Source: an optimization exercise on an open RTL-to-GDS flow (aim: small area, a short achievable clock period and few clock cycles per item). Production flows keep margins and buffers that such runs may drop. Function was checked by simulation only, so behaviour that the tests miss may differ from the original.

==> flow/design.v, too long to show whole: its modules and the start of the top module <==
// module yuv2rgb: 1160 lines
// module fa: 4 lines
// module ha: 4 lines
// module ao: 3 lines
// module aoa: 4 lines
// module aoi: 4 lines
// module aoig: 3 lines
// module oai: 4 lines
// module oaig: 3 lines
module yuv2rgb (
    input  wire       clk,
    input  wire       rst,
    input  wire       in_valid,
    output wire       in_ready,
    input  wire [7:0] in_y,
    input  wire [7:0] in_u,
    input  wire [7:0] in_v,
    output wire       out_valid,
    input  wire       out_ready,
    output wire [7:0] out_r,
    output wire [7:0] out_g,
    output wire [7:0] out_b,
    output wire [7:0] out_luma
);
  // ...
==> flow/flow/run.sh <==
#!/bin/bash
# Standard ORFS layout (the standard.sh) with two changes in how it is made:
#  - the port buffers buffer_ports inserts are sky130_fd_sc_hd__buf_1 cells
#    (every input and output port still gets its own buffer);
#  - timing repair is asked to leave 11.0 ns of setup slack at the design's
#    16 ns clock, so the resizer works on the critical paths.
# Clock period, I/O constraints and all other steps are the standard ones.
set -euo pipefail
export BUFFER_PORTS_ARGS="-buffer_cell sky130_fd_sc_hd__buf_1"
bash standard.sh SETUP_SLACK_MARGIN=11.7 finish > standard_flow.log 2>&1
==> flow/standard.sh <==
#!/bin/bash
# synth_recipe.tcl (not shown) runs the flow's synth.tcl, then flattens the netlist and writes it again
# the make line also repeats each setting of config.mk as NAME=value (left out here)
make -C /OpenROAD-flow-scripts/flow DESIGN_CONFIG=/design/flow/config.mk WORK_HOME=/design/flow/orfs CLKGATE_MAP_FILE= SYNTH_SCRIPT=/design/flow/synth_recipe.tcl "${@:-finish}"
==> flow/config.mk <==
export PLATFORM = sky130hd
export DESIGN_NAME = yuv2rgb
export DESIGN_NICKNAME = yuv2rgb
export VERILOG_FILES = /design/flow/design.v
export SDC_FILE = /design/flow/constraint.sdc
export NUM_CORES = 4
export LEC_CHECK = 0
export CAP_MARGIN = 20
export CORE_MARGIN = 2
export CORE_UTILIZATION = 40
export SLEW_MARGIN = 20
export SYNTH_HIERARCHICAL = 1
export SYNTH_MINIMUM_KEEP_SIZE = 0
export TNS_END_PERCENT = 10
==> flow/constraint.sdc <==
create_clock -name core_clock -period 16.0 [get_ports {clk}]
set_input_delay 3.2000 -clock core_clock [delete_from_list [all_inputs] [get_ports {clk}]]
set_output_delay 3.2000 -clock core_clock [all_outputs]
set_load 0.01 [all_outputs]
==> results.cfg, run 1 <==
[setup_path]
critPathMaxStageDelay_ps = 520
crit_cells = 13

[die]
coreArea_mm2 = 0.03067
initial_core_util_pct = 40.80

[min_path]
worst_hold_path.num_cells = 2
worstHoldStart = rdy

[yosys]
synth_compound_gate_area_share_pct = 10.16
yosysTopAreaCellShare_pct = 37.91
synthMuxAreaShare_pct = 2.240
syn_area_mm2 = 0.01251
synth_area_leaders = fa_1, edfxtp_1, ha_1
synth_warnings = 7

[clocking]
worstSkewPairLatency_ps = 360
clk_pin_slew_ps = 80
cts_tree = yes
htreeDepth = 3

[global_routing]
antenna_found_initial = 0
met1_usage_pct = 23.27

[drt]
viasPerCell = 4.897
wirelength_um = 27780

[finish]
clk_share_pct = 2.144
layout_commonest_cell = fa_1
seq-cell-share_pct = 20.84
n_all_inverters = 161

[run_status]
status = no timing/DRC/antenna violations

[sta]
relSlewSlack_pct = 29.19
setup_slack_ps = 11760

[flow_run]
maxCapViolations = 0
Testbench counts, summed over its fixed seeds: cycles 16,024, items 16,000.
==> run 2: changes to the inputs <==
--- a/flow/flow/run.sh
+++ b/flow/flow/run.sh
@@ -8,3 +8,3 @@
 set -euo pipefail
 export BUFFER_PORTS_ARGS="-buffer_cell sky130_fd_sc_hd__buf_1"
-bash standard.sh SETUP_SLACK_MARGIN=11.7 finish > standard_flow.log 2>&1
+bash standard.sh SETUP_SLACK_MARGIN=11.9 finish > standard_flow.log 2>&1
==> results.cfg, run 2 <==
[run_status]
status = no timing/DRC/antenna violations

[setup_path]
worst-setup-path-type = reg -> reg
crit_fanout = 4
cpMostUsedCell = fa_1
rr_startpoint = s2_g[6]
cp_slowest_cell = fa_1
startpoint = s2_g[6]
cp_num_buf_inv = 2
critPathMaxStageDelay_ps = 570
setup.worst_path.end_class = flop
arrival_ps = 4380
worstPathCellList = fa_1 > fa_1 > fa_1 > fa_1 > fa_1 > nor2_2 > nor2_2 > nand2_1 > o21ai_1 > inv_1 > o21ai_4 > buf_4 > a21oi_1 > xnor2_1
worstSetupStartpointType = flop
cp_top_family = adder cells
cp.required_ps = 16110

[yosys]
ys_seq_area_share_pct = 24.00
synthMostInstantiatedCell = fa_1
synthArstFlopShare_pct = 0
syn_area_mm2 = 0.01251
synthTopCellsByCount = fa_1, inv_1, ha_1, edfxtp_1, nor2_1
ys_ff_latch = 110
synth_top_area_cell = fa_1
synth_area_leaders = fa_1, edfxtp_1, ha_1
synth_cell_types = 34
syn_area_per_cell_um2 = 12.03
synth_edf_count = 80
yosysTopAreaCellShare_pct = 37.91
ys.flop_type = edfxtp_1
synth_warnings = 7
synthCells = 1040

[global_routing]
grt_usage_pct = 18.19
first_global_vias = 8488
grt-ovfl-total = 0
grt_pass1_wl_um = 45780
grt_max_degree = 61
antenna_found_initial = 0

[finish]
num-fill-cells = 2820
layout.area.seq_mm2 = 0.003003
area_growth_pct = 17.70
nets = 1593
multiInputGateArea_mm2 = 0.009215
layout-drive-gt1-share_pct = 23.59
antenna_cells = 0
final_area_mm2 = 0.01473
mostFrequentLayoutCells = fa_1, inv_1, ha_1
layout_commonest_cell = fa_1

[place]
place_ws_ps = 11070
post-dp-hpwl_um = 21770
placed_cell_area_mm2 = 0.01325
place_congestion = 0.8845
io_buffers = 61

[clocking]
holdBufCountCts = 0
cts_tree = yes
worstSkewPairLatency_ps = 360
cts-root-buf = clkbuf_16
cts_buffers = 9
htreeDepth = 3
clockBufferDepth = 2
clock-sinks = 110
clk_pin_slew_ps = 80

[die]
die-area_mm2 = 0.03272
initial_core_util_pct = 40.80
io_pins = 62
coreArea_mm2 = 0.03067
die_w_um = 180.9
row_count = 64
die_h_um = 180.9

[drt]
drt_pass1_iterations = 5
final_antenna_net_count = 0
viasPerCell = 4.909
num_vias = 7938
drt_iter0_markers = 381
wirelength_um = 28340
wl_per_cell_um = 17.53
drc_errors = 0

[sta]
tightest_slew_ps = 1063
timing.final.crit_period_ps = 4274
fin_tns_setup_ps = 0
fin_skew_ps = 17.83
relSlewSlack_pct = 29.05
final-setup-viol-count = 0
fmax_mhz = 234.0
timing.hold.ws_ps = 466.3
rsz0062_at_grt = true
finalCritPeriodShare_pct = 26.71
setup_slack_ps = 11730
hold_viol = 0
maxSlewViolCount = 0

[flow_run]
maxCapViolations = 0

[min_path]
worstHoldStart = rdy
worstHoldPathType = reg -> reg
-- run 2: cell counts after synthesis --
Identical to the previous run, type by type.
-- run 2: worst register-to-register path: cells and delay by family, from the launching register on --
kind | cells | cell delay [ps]
fa+ha+maj | 5 | 2410
flops | 1 | 560
compound gates | 3 | 410
simple gates | 3 | 260
buf+inv | 2 | 260
xor+xnor | 1 | 150
-- run 2: layer usage --
layer  up-vias  global-route usage (%)  part of all wire [%]
met3        60                   3.689                   4.9
met5         -                       0                     0
li1       3741                       -                     -
met1      3931                   23.04                    42
met2       206                   30.48                    49
met4         0                   7.452                   3.9
-- run 2: final timing paths --
| check | cells after the start | end | slack [ps] |
|---|---|---|---|
| max reg2reg | 14 | s3_l[2] | 11730 |
| max | 14 | s3_l[2] | 11730 |
| min | 2 | rdy | 470 |
| min reg2reg | 2 | rdy | 470 |
-- run 2: kinds of logic (layout without fill, tap and decap cells) --
family / Yosys count / after routing / synth area share [%]
buffers and inverters: 163 / 342 / 4.959
other: 2 / 4 / 0.06001
AOI/OAI and AO/OA: 175 / 175 / 10.16
and+or+nand+nor: 178 / 178 / 6.759
adders and majority gates: 349 / 349 / 49.11
xor gates and xnor gates: 38 / 38 / 2.719
muxes: 25 / 25 / 2.240
DFF: 110 / 110 / 24.00
-- run 2: area by class of cell --
cell class | instances | area share, %
repair buffers | 165 | 7.008
flip-flops and latches | 110 | 20.39
inverters | 160 | 4.545
multi-input cells | 769 | 62.56
repair inverters | 1 | 0.03398
clock inverters | 5 | 0.4502
well taps | 396 | 3.364
clock buffers | 11 | 1.648
-- run 2: modules after synthesis (local to each module, per instance), excerpt --
module  area [µm²]  times used
ha           12.51          41
oai          12.51          33
fa           20.02         237
aoa          13.76          31
aoig         8.758           4
aoi          12.51          20
-- run 2: timing repair --
item / CTS / global route
gates cloned: 1 / 0
gates resized for setup: 45 / 54
pin swaps: 8 / 17
setup endpoints to repair: 101 / 125
buffers inserted: 78 / 25
endpoints found under the hold margin: 0 / 0
-- run 2: metrics by stage --
| step | util (%) | std cells |
|---|---|---|
| after global placement | 43.19 | 1497 |
| after floorplan | - | 1042 |
| after CTS | 46.59 | 1592 |
| after detailed placement | 43.19 | 1497 |
| final | 48.03 | 1617 |
| after global routing | 48.03 | 1617 |
==> run 3: changes to the inputs <==
--- a/flow/flow/run.sh
+++ b/flow/flow/run.sh
@@ -8,3 +8,3 @@
 set -euo pipefail
 export BUFFER_PORTS_ARGS="-buffer_cell sky130_fd_sc_hd__buf_1"
-bash standard.sh SETUP_SLACK_MARGIN=11.9 finish > standard_flow.log 2>&1
+bash standard.sh SETUP_SLACK_MARGIN=11.6 finish > standard_flow.log 2>&1
==> results.cfg, run 3 <==
[place]
place_congestion = 0.8845
placed_cell_area_mm2 = 0.01325
dp_cells = 1497
io_buffers = 61
post-dp-hpwl_um = 21770

[global_routing]
antenna_found_initial = 0
grt_usage_pct = 17.65
grt_pass1_wl_um = 44570
first_global_vias = 8320
grt_max_degree = 61
grt-ovfl-total = 0

[sta]
rsz0062_at_grt = true
maxSlewViolCount = 0
timing.final.crit_period_ps = 4358
tightest_slew_ps = 1049
finalCritPeriodShare_pct = 27.24
fmax_mhz = 229.4
fin_skew_ps = 14.66
hold_viol = 0
final-setup-viol-count = 0
relSlewSlack_pct = 29.98
fin_tns_setup_ps = 0

[yosys]
synth_fa_ha_area_share_pct = 49.11
synth_top_area_cell = fa_1
synthSimpleGateAreaFrac_pct = 6.759
yosysTopAreaCellShare_pct = 37.91
synth_cell_types = 34
synthTopCellsByCount = fa_1, inv_1, ha_1, edfxtp_1, nor2_1
ys_seq_area_share_pct = 24.00
synth_compound_gate_area_share_pct = 10.16
synth_area_leaders = fa_1, edfxtp_1, ha_1
ys.flop_type = edfxtp_1
synth_top_family_by_area = adder cells
syn_area_per_cell_um2 = 12.03
synthCells = 1040
synthMuxAreaShare_pct = 2.240
synthMostInstantiatedCell = fa_1
ys_ff_latch = 110
synth_warnings = 7
synthArstFlopShare_pct = 0
synth-xor-area-share_pct = 2.719
syn_area_mm2 = 0.01251
synth_edf_count = 80

[clocking]
clockBufferDepth = 2
clk_pin_slew_ps = 80
cts-root-buf = clkbuf_16
cts_tree = yes
cts_buffers = 9
worstSkewPairLatency_ps = 360
htreeDepth = 3
holdBufCountCts = 0
clock-sinks = 110

[drt]
drc_errors = 0
drt_iter0_markers = 451
wirelength_um = 27550
final_antenna_net_count = 0
wl_per_cell_um = 17.17
num_vias = 7872
viasPerCell = 4.908
drt_pass1_iterations = 5

[finish]
mostFrequentLayoutCells = fa_1, inv_1, ha_1
antenna_cells = 0
layout_commonest_cell = fa_1
layout-drive-gt1-share_pct = 19.37
final_area_mm2 = 0.01436
instances_no_fill = 1604
nets = 1580
area_growth_pct = 14.76
final_core_util_pct = 46.83

[die]
initial_core_util_pct = 40.80
die-area_mm2 = 0.03272
coreArea_mm2 = 0.03067
row_count = 64
die_h_um = 180.9
die_w_um = 180.9
io_pins = 62

[setup_path]
setup.worst_path.end_class = flop
rr_startpoint = s1_u[4]
worst-setup-path-type = in -> reg
worstSetupStartpointType = input port
cp.required_ps = 16050
startpoint = out_ready
arrival_ps = 4410
crit_fanout = 60

[run_status]
status = no timing/DRC/antenna violations

[min_path]
worstHoldStart = rdy
worstHoldPathType = reg -> reg

[flow_run]
maxCapViolations = 0
[run 3: cell counts after synthesis]
No cell type changed its count.
[run 3: logic make-up (layout without fill, tap and decap cells)]
kind of cell,Yosys count,count (layout)
AO/OA/AOI/OAI,175,175
XOR/XNOR,38,38
adder cells (fa/ha/maj),349,349
buffers and inverters,163,329
flip-flops,110,110
multiplexers,25,25
other,2,4
AND/OR/NAND/NOR,178,178
[run 3: per-stage QoR]
step | setup WS, ps | hold slack (ps)
3_3_place_gp | 11140 | 440.1
5_1_grt | 11490 | 490.9
6_report | 11640 | 467.4
2_1_floorplan | 11050 | 426.4
3_5_place_dp | 11070 | 446.2
4_1_cts | 11530 | 467.1
[run 3: final timing paths]
check	slack, ps	cells after the start	end
worst min register to register	470	2	rdy
worst max-delay path	11640	4	s3_b[2]
worst min-delay path	470	2	rdy
worst max register to register	11660	13	s2_g[6]
[run 3: worst max-delay path, stage by stage]
cell and delay, ps:
buf_1 100, nor2_4 140, clkinvlp_4 470, buf_6 440
[run 3: repair_timing]
action | CTS | global route
pin swaps | 0 | 2
setup endpoints to repair | 91 | 91
resized for setup | 10 | 25
buffers inserted | 45 | 46
[run 3: cell type report]
type	count	area [µm²]
sequential	110	3003
inverter	160	641.9
clock inverter	5	66.31
fill	2861	16310
timing repair buffer	153	923.4
clock buffer	11	242.7
tap	396	495.5
multi-input combinational	769	8989
[run 3: layer usage]
layer / GRT usage (%) / part of all wire [%] / vias up
met4: 6.613 / 3.1 / 0
met1: 23.03 / 43 / 3889
met2: 29.40 / 49 / 217
li1: - / - / 3719
met5: 0 / 0 / -
met3: 3.165 / 4.7 / 47
[run 3: per-module statistics from Yosys (local to each module, per instance)]
module	cells	cell area (µm²)
oaig	1	5.005
aoi	2	12.51
fa	1	20.02
aoig	1	8.758
ha	1	12.51
oai	2	12.51
aoa	2	13.76
ao	1	7.507
yuv2rgb	562	5932
==> run 4: changes to the inputs <==
==> flow/flow/run.sh (replaced) <==
#!/bin/bash
# Standard ORFS layout (the standard.sh) with these changes in how it is made:
#  - the port buffers buffer_ports inserts are sky130_fd_sc_hd__buf_1 cells
#    (every input and output port still gets its own buffer);
#  - clock tree synthesis runs with its standard options but without dummy loads;
#  - timing repair is asked to leave 11.7 ns of setup slack at the design's
#    16 ns clock, so the resizer works on the critical paths.
# Clock period, I/O constraints and all other steps are the standard ones.
# make's output goes to standard_flow.log; each ORFS step keeps its own log
# under orfs/logs/.
set -euo pipefail
export BUFFER_PORTS_ARGS="-buffer_cell sky130_fd_sc_hd__buf_1"
export CTS_ARGS="-sink_clustering_enable -repair_clock_nets -dont_use_dummy_load"
bash standard.sh SETUP_SLACK_MARGIN=11.7 finish > standard_flow.log 2>&1
==> results.cfg, run 4 <==
[run_status]
status = no timing/DRC/antenna violations

[drt]
final_antenna_net_count = 0
viasPerCell = 4.911
num_vias = 7843
drt_iter0_markers = 389
wl_per_cell_um = 17.49
drc_errors = 0
drt_pass1_iterations = 5
wirelength_um = 27940

[yosys]
yosysTopAreaCellShare_pct = 37.91
synthSimpleGateAreaFrac_pct = 6.759
synth_compound_gate_area_share_pct = 10.16
synthCells = 1040
syn_area_mm2 = 0.01251
synthMuxAreaShare_pct = 2.240
synth_edf_count = 80
synthArstFlopShare_pct = 0
synth_top_area_cell = fa_1
ys_ff_latch = 110
synth_warnings = 7
synth_top_family_by_area = adder cells
syn_area_per_cell_um2 = 12.03
synth_fa_ha_area_share_pct = 49.11
synthMostInstantiatedCell = fa_1
ys_seq_area_share_pct = 24.00
synth_area_leaders = fa_1, edfxtp_1, ha_1
synthTopCellsByCount = fa_1, inv_1, ha_1, edfxtp_1, nor2_1
synth_cell_types = 34
ys.flop_type = edfxtp_1
synth-xor-area-share_pct = 2.719

[sta]
final-setup-viol-count = 0
hold_viol = 0
fmax_mhz = 235.4
timing.final.crit_period_ps = 4249
tightest_slew_ps = 1053
timing.hold.ws_ps = 465.4
fin_skew_ps = 24.29
relSlewSlack_pct = 29.71
finalCritPeriodShare_pct = 26.55
rsz0062_at_grt = true
fin_tns_setup_ps = 0
setup_slack_ps = 11750
maxSlewViolCount = 0

[die]
die-area_mm2 = 0.03272
die_w_um = 180.9
initial_core_util_pct = 40.80
io_pins = 62
coreArea_mm2 = 0.03067
die_h_um = 180.9
row_count = 64

[clocking]
clockBufferDepth = 2
worstSkewPairLatency_ps = 360
cts-root-buf = clkbuf_16
holdBufCountCts = 0
htreeDepth = 3
clock-sinks = 110
cts_buffers = 9
cts_tree = yes
clk_pin_slew_ps = 70

[place]
dp_cells = 1497
io_buffers = 61
place_congestion = 0.8845
post-dp-hpwl_um = 21770
place_ws_ps = 11070

[min_path]
worstHoldPathType = reg -> reg
worst_hold_path.num_cells = 2
worstHoldStart = rdy
hold_path_end = rdy

[finish]
mostFrequentLayoutCells = fa_1, inv_1, ha_1
area_growth_pct = 14.83
layout_commonest_cell = fa_1
layout-drive-gt1-share_pct = 20.48
antenna_cells = 0
nets = 1580
instances_no_fill = 1597

[flow_run]
maxCapViolations = 0

[global_routing]
antenna_found_initial = 0
grt_usage_pct = 17.90
first_global_vias = 8366
grt_pass1_wl_um = 45060
grt-ovfl-total = 0
grt_max_degree = 61

[setup_path]
rr_startpoint = s2_g[4]
setup.worst_path.end_class = flop
rrSetupSlack_ps = 11750
arrival_ps = 4350
worstSetupStartpointType = flop
crit_fanout = 4
r2r-end = s3_l[2]
worst-setup-path-type = reg -> reg
r2r_cells = 14
cp.required_ps = 16100
run 4: worst max-delay path by stage:
stage | from | to | cells past startpoint
3_5_place_dp | out_ready | s3_l[0] | 4
4_1_cts | s1_u[1] | s2_g[1] | 13
6_report | s2_g[4] | s3_l[2] | 14
2_1_floorplan | out_ready | s1_u[0] | 2
5_1_grt | s2_r[3] | s3_l[1] | 14
3_3_place_gp | out_ready | s3_b[2] | 4
run 4: cell type report:
| type | count | area (µm²) |
|---|---|---|
| Sequential cell | 110 | 3003 |
| Timing Repair Buffer | 152 | 928.4 |
| Fill cell | 2862 | 16300 |
| Tap cell | 396 | 495.5 |
| Inverter | 160 | 659.4 |
| Clock buffer | 9 | 225.2 |
| Multi-Input combinational cell | 769 | 9054 |
| Timing Repair inverter | 1 | 5.005 |
run 4: cell families after synthesis:
group	Yosys count
AO/OA/AOI/OAI	175
XOR/XNOR	38
adder cells (fa/ha/maj)	349
buffers and inverters	163
flip-flops	110
multiplexers	25
other	2
AND/OR/NAND/NOR	178
run 4: critical path, stage by stage (launching register included):
cell and delay [ps]:
edfxtp_1 500, fa_1 610, fa_1 460, fa_1 430
fa_1 460, fa_1 530, nand2_1 70, o21ai_2 140
a21oi_2 60, o21ai_1 70, inv_1 90, o21ai_4 220
buf_4 150, a21oi_1 70, xnor2_1 150
run 4: Yosys stat by module, one instance, submodules excluded, excerpt:
module   flops+latches  area (µm²)  times used  cells
aoa                  0       13.76          31      2
ao                   0       7.507          24      1
aoi                  0       12.51          20      2
yuv2rgb            110        5932           1    562
oaig                 0       5.005           4      1
oai                  0       12.51          33      2
run 4: through the flow:
step / cell area (µm²) / utilization (%)
floorplan: 12530 / -
global placement: 13250 / 43.19
detailed placement: 13250 / 43.19
CTS: 13980 / 45.57
global route: 14370 / 46.85
finish: 14370 / 46.85
run 4: repair_timing:
action                                  CTS  global route
gates cloned                              1             0
pin swaps                                 1             6
endpoints found under the setup margin   92            70
buffers inserted                         58            32
resized for setup                        18            39
run 4: layer usage:
metal	global-route usage (%)	wire length [µm]	up-vias
met5	0	0	-
met4	6.516	955	0
met3	3.165	1362	52
met2	30.22	13660	216
met1	23.13	11960	3868
li1	-	-	3707
==> run 5: changes to the inputs <==
--- a/flow/config.mk
+++ b/flow/config.mk
@@ -8,5 +8,5 @@
 export CAP_MARGIN = 20
 export CORE_MARGIN = 2
-export CORE_UTILIZATION = 40
+export CORE_UTILIZATION = 45
 export SLEW_MARGIN = 20
 export SYNTH_HIERARCHICAL = 1
==> results.cfg, run 5 <==
[setup_path]
setup.worst_path.end_class = flop
cp.required_ps = 16100
arrival_ps = 4360
r2r-end = s3_l[4]
rrSetupSlack_ps = 11740
cp_slowest_cell = fa_1
critPathMaxStageDelay_ps = 520
crit_fanout = 4
worst-setup-path-type = reg -> reg
rr_startpoint = s2_r[3]
worstSetupStartpointType = flop
r2r_cells = 13
worstPathCellList = buf_4 > fa_1 > fa_1 > fa_1 > fa_1 > fa_1 > inv_1 > ha_1 > inv_1 > nor2_2 > nand2_1 > o21ai_1 > xnor2_1
cpMostUsedCell = fa_1

[min_path]
hold_path_end = s3_v
worst_hold_path.num_cells = 2
worstHoldPathType = reg -> reg
worstHoldStart = s3_v

[finish]
multiInputGateArea_mm2 = 0.009022
mostFrequentLayoutCells = fa_1, inv_1, ha_1
nets = 1571
layout.area.seq_mm2 = 0.003003
num-fill-cells = 2433
area_growth_pct = 13.70
antenna_cells = 0
layout-drive-gt1-share_pct = 19.21
layout_commonest_cell = fa_1

[drt]
wirelength_um = 27200
drt_iter0_markers = 410
num_vias = 7793
drt_pass1_iterations = 5
final_antenna_net_count = 0
wl_per_cell_um = 17.32
drc_errors = 0
viasPerCell = 4.964

[sta]
fin_tns_setup_ps = 0
hold_viol = 0
finalCritPeriodShare_pct = 26.63
fin_skew_ps = 30.21
maxSlewViolCount = 0
tightest_slew_ps = 1028
fmax_mhz = 234.7
rsz0062_at_grt = true
timing.final.crit_period_ps = 4261
relSlewSlack_pct = 31.39
final-setup-viol-count = 0

[clocking]
cts_buffers = 9
holdBufCountCts = 0
clk_pin_slew_ps = 90
clockBufferDepth = 2
worstSkewPairLatency_ps = 370
cts_tree = yes
clock-sinks = 110
htreeDepth = 3
cts-root-buf = clkbuf_16

[die]
die_w_um = 170.8
row_count = 61
die_h_um = 170.8
initial_core_util_pct = 45.42
coreArea_mm2 = 0.02755
die-area_mm2 = 0.02916
io_pins = 62

[yosys]
synthArstFlopShare_pct = 0
synth_edf_count = 80
synth_area_leaders = fa_1, edfxtp_1, ha_1
syn_area_mm2 = 0.01251
yosysTopAreaCellShare_pct = 37.91
synthCells = 1040
synthMostInstantiatedCell = fa_1
ys.flop_type = edfxtp_1
syn_area_per_cell_um2 = 12.03
ys_ff_latch = 110
ys_seq_area_share_pct = 24.00
synth_top_area_cell = fa_1
synth_cell_types = 34
synthTopCellsByCount = fa_1, inv_1, ha_1, edfxtp_1, nor2_1
synth_warnings = 7

[global_routing]
grt_max_degree = 58
grt_pass1_wl_um = 43990
first_global_vias = 8243
antenna_found_initial = 0
grt-ovfl-total = 0
grt_usage_pct = 20.05

[flow_run]
maxCapViolations = 0

[place]
post-dp-hpwl_um = 21540
place_congestion = 0.8995
io_buffers = 61

[run_status]
status = no timing/DRC/antenna violations
-- run 5: timing repair --
item	in CTS	in global routing
pin swaps	1	3
setup endpoints to repair	89	79
gates resized for setup	16	31
endpoints found under the hold margin	0	0
cloned	1	0
buffers inserted	46	35
-- run 5: kinds of logic after synthesis --
logic type / after synthesis / share of synthesized area [%]
other: 2 / 0.06001
DFF: 110 / 24.00
buffers and inverters: 163 / 4.959
AOI/OAI and AO/OA: 175 / 10.16
and+or+nand+nor: 178 / 6.759
muxes: 25 / 2.240
adders and majority gates: 349 / 49.11
xor gates and xnor gates: 38 / 2.719
-- run 5: per-module statistics from Yosys (local to each module, per instance) --
module | cells | area [µm²] | flip-flops and latches | times used
aoi | 2 | 12.51 | 0 | 20
yuv2rgb | 562 | 5932 | 110 | 1
oai | 2 | 12.51 | 0 | 33
oaig | 1 | 5.005 | 0 | 4
aoig | 1 | 8.758 | 0 | 4
ao | 1 | 7.507 | 0 | 24
ha | 1 | 12.51 | 0 | 41
fa | 1 | 20.02 | 0 | 237
aoa | 2 | 13.76 | 0 | 31
-- run 5: how the worst max path moves through the flow --
stage	startpoint	end	depth (start not counted)
finish	s2_r[3]	s3_l[4]	13
global route	s2_r[3]	s3_l[7]	13
CTS	s1_u[4]	s2_g[4]	13
detailed placement	out_ready	s3_l[1]	4
global placement	out_ready	s3_b[4]	4
floorplan	out_ready	s1_u[0]	2
-- run 5: final cells by class --
type / instances / area share [%]
timing repair inverter: 1 / 0.03517
multi-input combinational: 769 / 63.41
inverter: 160 / 4.581
sequential: 110 / 21.10
tap: 378 / 3.324
timing repair buffer: 143 / 5.962
clock buffer: 9 / 1.583
-- run 5: critical path: cells and delay by family (launching register included) --
kind / cells / cell delay, ps
AOI/OAI and AO/OA: 1 / 160
xor gates and xnor gates: 1 / 90
adders and majority gates: 6 / 2730
buffers and inverters: 3 / 320
DFF: 1 / 500
and+or+nand+nor: 2 / 200
-- run 5: metal layers --
layer / track usage (%) / wire length [µm] / vias to the layer above
li1: - / - / 3693
met1: 26.14 / 11430 / 3830
met2: 34.04 / 13600 / 217
met3: 3.354 / 1261 / 53
met4: 6.912 / 912 / 0
met5: 0 / 0 / -
-- run 5: through the flow --
| stage | setup slack [ps] | utilization [%] | cells | hold slack, ps | instance area, µm² |
|---|---|---|---|---|---|
| global route | 11570 | 51.64 | 1570 | 491.0 | 14230 |
| finish | 11740 | 51.64 | 1570 | 460.1 | 14230 |
| detailed placement | 11070 | 47.99 | 1479 | 444.4 | 13220 |
| global placement | 11090 | 47.99 | 1479 | 433.7 | 13220 |
| floorplan | 11050 | - | 1042 | 426.4 | 12530 |
| CTS | 11610 | 50.25 | 1535 | 465.7 | 13850 |
==> run 6: changes to the inputs <==
--- a/flow/flow/run.sh
+++ b/flow/flow/run.sh
@@ -4,5 +4,5 @@
 #    (every input and output port still gets its own buffer);
 #  - clock tree synthesis runs with its standard options but without dummy loads;
-#  - timing repair is asked to leave 11.7 ns of setup slack at the design's
+#  - timing repair is asked to leave 11.8 ns of setup slack at the design's
 #    16 ns clock, so the resizer works on the critical paths.
 # Clock period, I/O constraints and all other steps are the standard ones.
@@ -12,3 +12,3 @@
 export BUFFER_PORTS_ARGS="-buffer_cell sky130_fd_sc_hd__buf_1"
 export CTS_ARGS="-sink_clustering_enable -repair_clock_nets -dont_use_dummy_load"
-bash standard.sh SETUP_SLACK_MARGIN=11.7 finish > standard_flow.log 2>&1
+bash standard.sh SETUP_SLACK_MARGIN=11.8 finish > standard_flow.log 2>&1
--- a/flow/config.mk
+++ b/flow/config.mk
@@ -8,5 +8,5 @@
 export CAP_MARGIN = 20
 export CORE_MARGIN = 2
-export CORE_UTILIZATION = 45
+export CORE_UTILIZATION = 40
 export SLEW_MARGIN = 20
 export SYNTH_HIERARCHICAL = 1
==> results.cfg, run 6 <==
[yosys]
ys_ff_latch = 110
yosysTopAreaCellShare_pct = 37.91
synth_area_leaders = fa_1, edfxtp_1, ha_1
ys_seq_area_share_pct = 24.00
synth_edf_count = 80
synthTopCellsByCount = fa_1, inv_1, ha_1, edfxtp_1, nor2_1
synthCells = 1040
synthMostInstantiatedCell = fa_1
synthArstFlopShare_pct = 0
syn_area_per_cell_um2 = 12.03
synth_cell_types = 34
synth_top_area_cell = fa_1
syn_area_mm2 = 0.01251
synth_warnings = 7
ys.flop_type = edfxtp_1

[min_path]
hold_path_end = rdy
worst_hold_path.num_cells = 2
worstHoldPathType = reg -> reg
worstHoldStart = rdy

[drt]
wirelength_um = 27980
drc_errors = 0
num_vias = 7881
drt_pass1_iterations = 5
drt_iter0_markers = 354
wl_per_cell_um = 17.42
viasPerCell = 4.907
final_antenna_net_count = 0

[sta]
maxSlewViolCount = 0
fin_tns_setup_ps = 0
fin_skew_ps = 24.64
timing.final.crit_period_ps = 4218
rsz0062_at_grt = true
tightest_slew_ps = 1073
setup_slack_ps = 11780
fmax_mhz = 237.1
final-setup-viol-count = 0
relSlewSlack_pct = 28.36
finalCritPeriodShare_pct = 26.36
hold_viol = 0

[global_routing]
grt_max_degree = 61
grt_use_met2_pct = 30.34
grt_usage_pct = 17.95
first_global_vias = 8386
met1_usage_pct = 23.19
grt-ovfl-total = 0
use_met3_pct = 3.165
grt_busiest_layer = met2
grt_pass1_wl_um = 45150
antenna_found_initial = 0

[setup_path]
rr_startpoint = s2_r[3]
setup.worst_path.end_class = flop
worst-setup-path-type = reg -> reg
r2r_cells = 13
worstSetupStartpointType = flop
r2r-end = s3_l[5]
crit_fanout = 4
arrival_ps = 4330
cp.required_ps = 16110
rrSetupSlack_ps = 11780

[place]
dp_cells = 1497
post-dp-hpwl_um = 21770
io_buffers = 61
place_congestion = 0.8845
place_ws_ps = 11070

[finish]
area_growth_pct = 15.84
antenna_cells = 0
instances_no_fill = 1606
nets = 1589
layout_commonest_cell = fa_1
layout-drive-gt1-share_pct = 21.82
num-fill-cells = 2856
mostFrequentLayoutCells = fa_1, inv_1, ha_1

[clocking]
htreeDepth = 3
clockBufferDepth = 2
clock-sinks = 110
clk_pin_slew_ps = 70
cts-root-buf = clkbuf_16
cts_buffers = 9
worstSkewPairLatency_ps = 360
cts_tree = yes
holdBufCountCts = 0

[run_status]
status = no timing/DRC/antenna violations

[die]
die-area_mm2 = 0.03272
io_pins = 62
die_w_um = 180.9
initial_core_util_pct = 40.80
row_count = 64
die_h_um = 180.9
coreArea_mm2 = 0.03067

[flow_run]
maxCapViolations = 0
run 6: cell types whose count changed in the layout (fill, tap and decap cells not counted), moves of 2 or more:
cell and delta:
nor2_4 +2, clkinvlp_4 +3, xnor2_2 +2, inv_1 -4, ha_4 +2, nor2_1 -6, ha_1 -2, xnor2_1 -2
buf_4 +17, nor2_2 +4
run 6: cell families after synthesis:
logic type	Yosys count	share of synthesized area (%)
fa+ha+maj	349	49.11
simple gates	178	6.759
compound gates	175	10.16
buf+inv	163	4.959
flops	110	24.00
xor+xnor	38	2.719
mux	25	2.240
other cells	2	0.06001
run 6: cell type report:
type | count | area (µm²) | area share (%)
clock buffers | 9 | 225.2 | 1.554
inverters | 160 | 665.6 | 4.592
multi-input cells | 769 | 9115 | 62.88
flip-flops and latches | 110 | 3003 | 20.71
well taps | 396 | 495.5 | 3.418
repair buffers | 161 | 987.2 | 6.810
repair inverters | 1 | 5.005 | 0.03452
run 6: Yosys stat by module (local to each module, per instance):
module | flops+latches | cells | cell area [µm²]
fa | 0 | 1 | 20.02
oai | 0 | 2 | 12.51
ha | 0 | 1 | 12.51
ao | 0 | 1 | 7.507
oaig | 0 | 1 | 5.005
aoig | 0 | 1 | 8.758
yuv2rgb | 110 | 562 | 5932
aoi | 0 | 2 | 12.51
aoa | 0 | 2 | 13.76
run 6: how the worst max path moves through the flow:
stage,startpoint,endpoint
final,s2_r[3],s3_l[5]
after global routing,s2_r[2],s3_l[1]
after CTS,s1_u[4],s2_g[1]
after detailed placement,out_ready,s3_l[0]
after global placement,out_ready,s3_b[2]
after floorplan,out_ready,s1_u[0]
run 6: through the flow:
stage | instance area, µm² | util, % | hold slack (ps)
5_1_grt | 14500 | 47.27 | 488.8
6_report | 14500 | 47.27 | 465.3
2_1_floorplan | 12530 | - | 426.4
4_1_cts | 14050 | 45.80 | 465.4
3_5_place_dp | 13250 | 43.19 | 446.2
3_3_place_gp | 13250 | 43.19 | 440.1
run 6: per-layer routing:
| layer | wire (µm) | vias up |
|---|---|---|
| li1 | - | 3727 |
| met1 | 11900 | 3880 |
| met2 | 13720 | 216 |
| met3 | 1298 | 58 |
| met4 | 1057 | 0 |
| met5 | 0 | - |
run 6: timing repair:
action	CTS	global route
pin swaps	3	13
cloned	1	0
buffers inserted	65	34
gates resized for setup	25	45
setup endpoints to repair	92	91
run 6: critical path, stage by stage, from the launching register on:
cell      delay, ps
edfxtp_1        490
buf_4           190
fa_1            440
fa_1            460
fa_1            520
fa_1            440
fa_1            390
ha_1            340
inv_2            70
nor2_2          170
nand2_1         110
nor2_1          120
a21oi_1         100
xnor2_1         130
==> run 7: changes to the inputs <==
--- a/flow/flow/run.sh
+++ b/flow/flow/run.sh
@@ -4,5 +4,5 @@
 #    (every input and output port still gets its own buffer);
 #  - clock tree synthesis runs with its standard options but without dummy loads;
-#  - timing repair is asked to leave 11.8 ns of setup slack at the design's
+#  - timing repair is asked to leave 11.65 ns of setup slack at the design's
 #    16 ns clock, so the resizer works on the critical paths.
 # Clock period, I/O constraints and all other steps are the standard ones.
@@ -12,3 +12,3 @@
 export BUFFER_PORTS_ARGS="-buffer_cell sky130_fd_sc_hd__buf_1"
 export CTS_ARGS="-sink_clustering_enable -repair_clock_nets -dont_use_dummy_load"
-bash standard.sh SETUP_SLACK_MARGIN=11.8 finish > standard_flow.log 2>&1
+bash standard.sh SETUP_SLACK_MARGIN=11.65 finish > standard_flow.log 2>&1
==> results.cfg, run 7 <==
[run_status]
status = no timing/DRC/antenna violations

[finish]
layout-drive-gt1-share_pct = 19.47
nets = 1581
final_core_util_pct = 46.67
layout_commonest_cell = fa_1
antenna_cells = 0
area_growth_pct = 14.37
mostFrequentLayoutCells = fa_1, inv_1, ha_1

[yosys]
ys.flop_type = edfxtp_1
syn_area_mm2 = 0.01251
synth_cell_types = 34
synth_area_leaders = fa_1, edfxtp_1, ha_1
synth_edf_count = 80
syn_area_per_cell_um2 = 12.03
ys_ff_latch = 110
synth_top_area_cell = fa_1
synth_warnings = 7
synthCells = 1040
synthArstFlopShare_pct = 0
yosysTopAreaCellShare_pct = 37.91
ys_seq_area_share_pct = 24.00
synthTopCellsByCount = fa_1, inv_1, ha_1, edfxtp_1, nor2_1
synthMostInstantiatedCell = fa_1

[setup_path]
r2r-end = s3_l[5]
startpoint = s2_r[4]
cp.required_ps = 16110
rrSetupSlack_ps = 11750
crit_cells = 13
critPathMaxStageDelay_ps = 520
cp_top_family = adder cells
cp_num_buf_inv = 2
crit_fanout = 3
cp_slowest_cell = fa_1
rr_startpoint = s2_r[4]
worstSetupStartpointType = flop
worst-setup-path-type = reg -> reg
cpMostUsedCell = fa_1
setup.worst_path.end_class = flop
r2r_cells = 13
arrival_ps = 4360
worstPathCellList = buf_4 > fa_1 > fa_1 > fa_1 > fa_1 > fa_1 > ha_1 > inv_1 > nor2_2 > nand2_1 > nor2_1 > a21oi_1 > xnor2_1

[min_path]
worst_hold_path.num_cells = 2
worstHoldPathType = reg -> reg
hold_path_end = rdy
worstHoldStart = rdy

[global_routing]
antenna_found_initial = 0
grt_usage_pct = 17.90
first_global_vias = 8366
grt-ovfl-total = 0
grt_max_degree = 61
grt_pass1_wl_um = 45060

[sta]
maxSlewViolCount = 0
finalCritPeriodShare_pct = 26.55
tightest_slew_ps = 1075
timing.final.crit_period_ps = 4248
rsz0062_at_grt = true
final-setup-viol-count = 0
fmax_mhz = 235.4
fin_skew_ps = 24.70
relSlewSlack_pct = 28.25
fin_tns_setup_ps = 0
hold_viol = 0

[drt]
drt_iter0_markers = 379
drc_errors = 0
viasPerCell = 4.887
final_antenna_net_count = 0
num_vias = 7810
drt_pass1_iterations = 5
wirelength_um = 27900
wl_per_cell_um = 17.46

[clocking]
clock-sinks = 110
clockBufferDepth = 2
worstSkewPairLatency_ps = 360
cts_buffers = 9
holdBufCountCts = 0
clk_pin_slew_ps = 70
htreeDepth = 3
cts-root-buf = clkbuf_16
cts_tree = yes

[die]
coreArea_mm2 = 0.03067
die_h_um = 180.9
io_pins = 62
die_w_um = 180.9
row_count = 64
die-area_mm2 = 0.03272
initial_core_util_pct = 40.80

[place]
post-dp-hpwl_um = 21770
io_buffers = 61
place_congestion = 0.8845

[flow_run]
maxCapViolations = 0
[run 7: cell families (layout without fill, tap and decap cells)]
| logic type | count (synthesis) | in the layout | share of synthesized area [%] |
|---|---|---|---|
| other | 2 | 4 | 0.06001 |
| xor gates and xnor gates | 38 | 38 | 2.719 |
| muxes | 25 | 25 | 2.240 |
| buffers and inverters | 163 | 323 | 4.959 |
| and+or+nand+nor | 178 | 178 | 6.759 |
| DFF | 110 | 110 | 24.00 |
| adders and majority gates | 349 | 349 | 49.11 |
| AOI/OAI and AO/OA | 175 | 175 | 10.16 |
[run 7: area by class of cell]
| type | instances | area (µm²) |
|---|---|---|
| Fill cell | 2876 | 16360 |
| Sequential cell | 110 | 3003 |
| Clock buffer | 9 | 225.2 |
| Inverter | 160 | 649.4 |
| Tap cell | 396 | 495.5 |
| Timing Repair inverter | 1 | 5.005 |
| Timing Repair Buffer | 153 | 935.9 |
| Multi-Input combinational cell | 769 | 8999 |
[run 7: per-module statistics from Yosys, one instance, submodules excluded]
module | times used | cells inside | area (µm²)
aoig | 4 | 1 | 8.758
ha | 41 | 1 | 12.51
oaig | 4 | 1 | 5.005
yuv2rgb | 1 | 562 | 5932
ao | 24 | 1 | 7.507
aoa | 31 | 2 | 13.76
oai | 33 | 2 | 12.51
fa | 237 | 1 | 20.02
aoi | 20 | 2 | 12.51
[run 7: what timing repair did]
action / 4_1_cts / 5_1_grt
pin swaps: 0 / 3
resized for setup: 16 / 25
setup endpoints to repair: 92 / 31
buffers inserted: 58 / 33
cloned: 1 / 0
[run 7: how the worst max path moves through the flow]
stage / slack (ps) / end
after global placement: 11140 / s3_b[2]
after floorplan: 11050 / s1_u[0]
after detailed placement: 11070 / s3_l[0]
final: 11750 / s3_l[5]
after CTS: 11600 / s2_g[1]
after global routing: 11600 / s2_b[1]
[run 7: tightest hold or removal path, stage by stage, from the launching register on]
cell and delay, ps:
dfxtp_1 310, inv_1 40, o21ai_0 60
[run 7: layer usage]
metal  up-vias  track usage [%]  wire length [µm]
met5         -                0                 0
met4         0            6.516               986
met3        52            3.165              1423
met2       233            30.22             13610
met1      3815            23.13             11880
li1       3710                -                 -
[run 7: per-stage QoR]
| step | area, µm² | hold slack (ps) | setup slack, ps | instances |
|---|---|---|---|---|
| after CTS | 13960 | 465.4 | 11600 | 1565 |
| after global placement | 13250 | 440.1 | 11140 | 1497 |
| final | 14310 | 465.3 | 11750 | 1598 |
| after detailed placement | 13250 | 446.2 | 11070 | 1497 |
| after global routing | 14310 | 488.8 | 11600 | 1598 |
| after floorplan | 12530 | 426.4 | 11050 | 1042 |

-- what the ideal ports hide --
In the flow no input, the clock included, has a driving cell. The finished layouts below were timed again as built, in two steps. Step 1 (the two cells are an assumption about what drives the block):
set clk [get_ports {clk}]
set_driving_cell -lib_cell sky130_fd_sc_hd__clkbuf_16 $clk
set_driving_cell -lib_cell sky130_fd_sc_hd__buf_2 [delete_from_list [all_inputs] $clk]
Step 2 adds t to the input delays and takes it off the output delays; t is the mean of the earliest and latest rising clock arrival at the registers after step 1. Input paths then give back, and output paths get back, about the clock's delay inside the block. a / b / c = ideal ports / drivers / drivers and shift; a / b = the first two.
| run | shift t [ns] | slack for setup (ns) | worst hold slack (ns) | worst setup path after step 2 | slew at the worst register clock pin (ns) |
|---|---|---|---|---|---|
| run 1 | 0.398 | 11.756 / 11.756 / 11.430 | 0.467 / 0.467 / 0.467 | input to register | 0.08 / 0.08 |
| run 2 | 0.401 | 11.726 / 11.726 / 11.425 | 0.466 / 0.466 / 0.466 | input to register | 0.08 / 0.08 |
| run 3 | 0.399 | 11.642 / 11.664 / 11.265 | 0.467 / 0.467 / 0.467 | input to register | 0.08 / 0.08 |
| run 4 | 0.395 | 11.752 / 11.752 / 11.410 | 0.465 / 0.465 / 0.465 | input to register | 0.08 / 0.08 |
| run 5 | 0.396 | 11.739 / 11.739 / 11.413 | 0.460 / 0.460 / 0.460 | input to register | 0.09 / 0.09 |
| run 6 | 0.395 | 11.782 / 11.782 / 11.412 | 0.465 / 0.465 / 0.465 | input to register | 0.08 / 0.08 |
| run 7 | 0.396 | 11.752 / 11.752 / 11.408 | 0.465 / 0.465 / 0.465 | input to register | 0.08 / 0.08 |
After both steps every run listed still meets setup and hold. For run 3, which loses most, drivers alone change the setup slack by +0.022 ns; drivers and shift together by -0.377 ns.
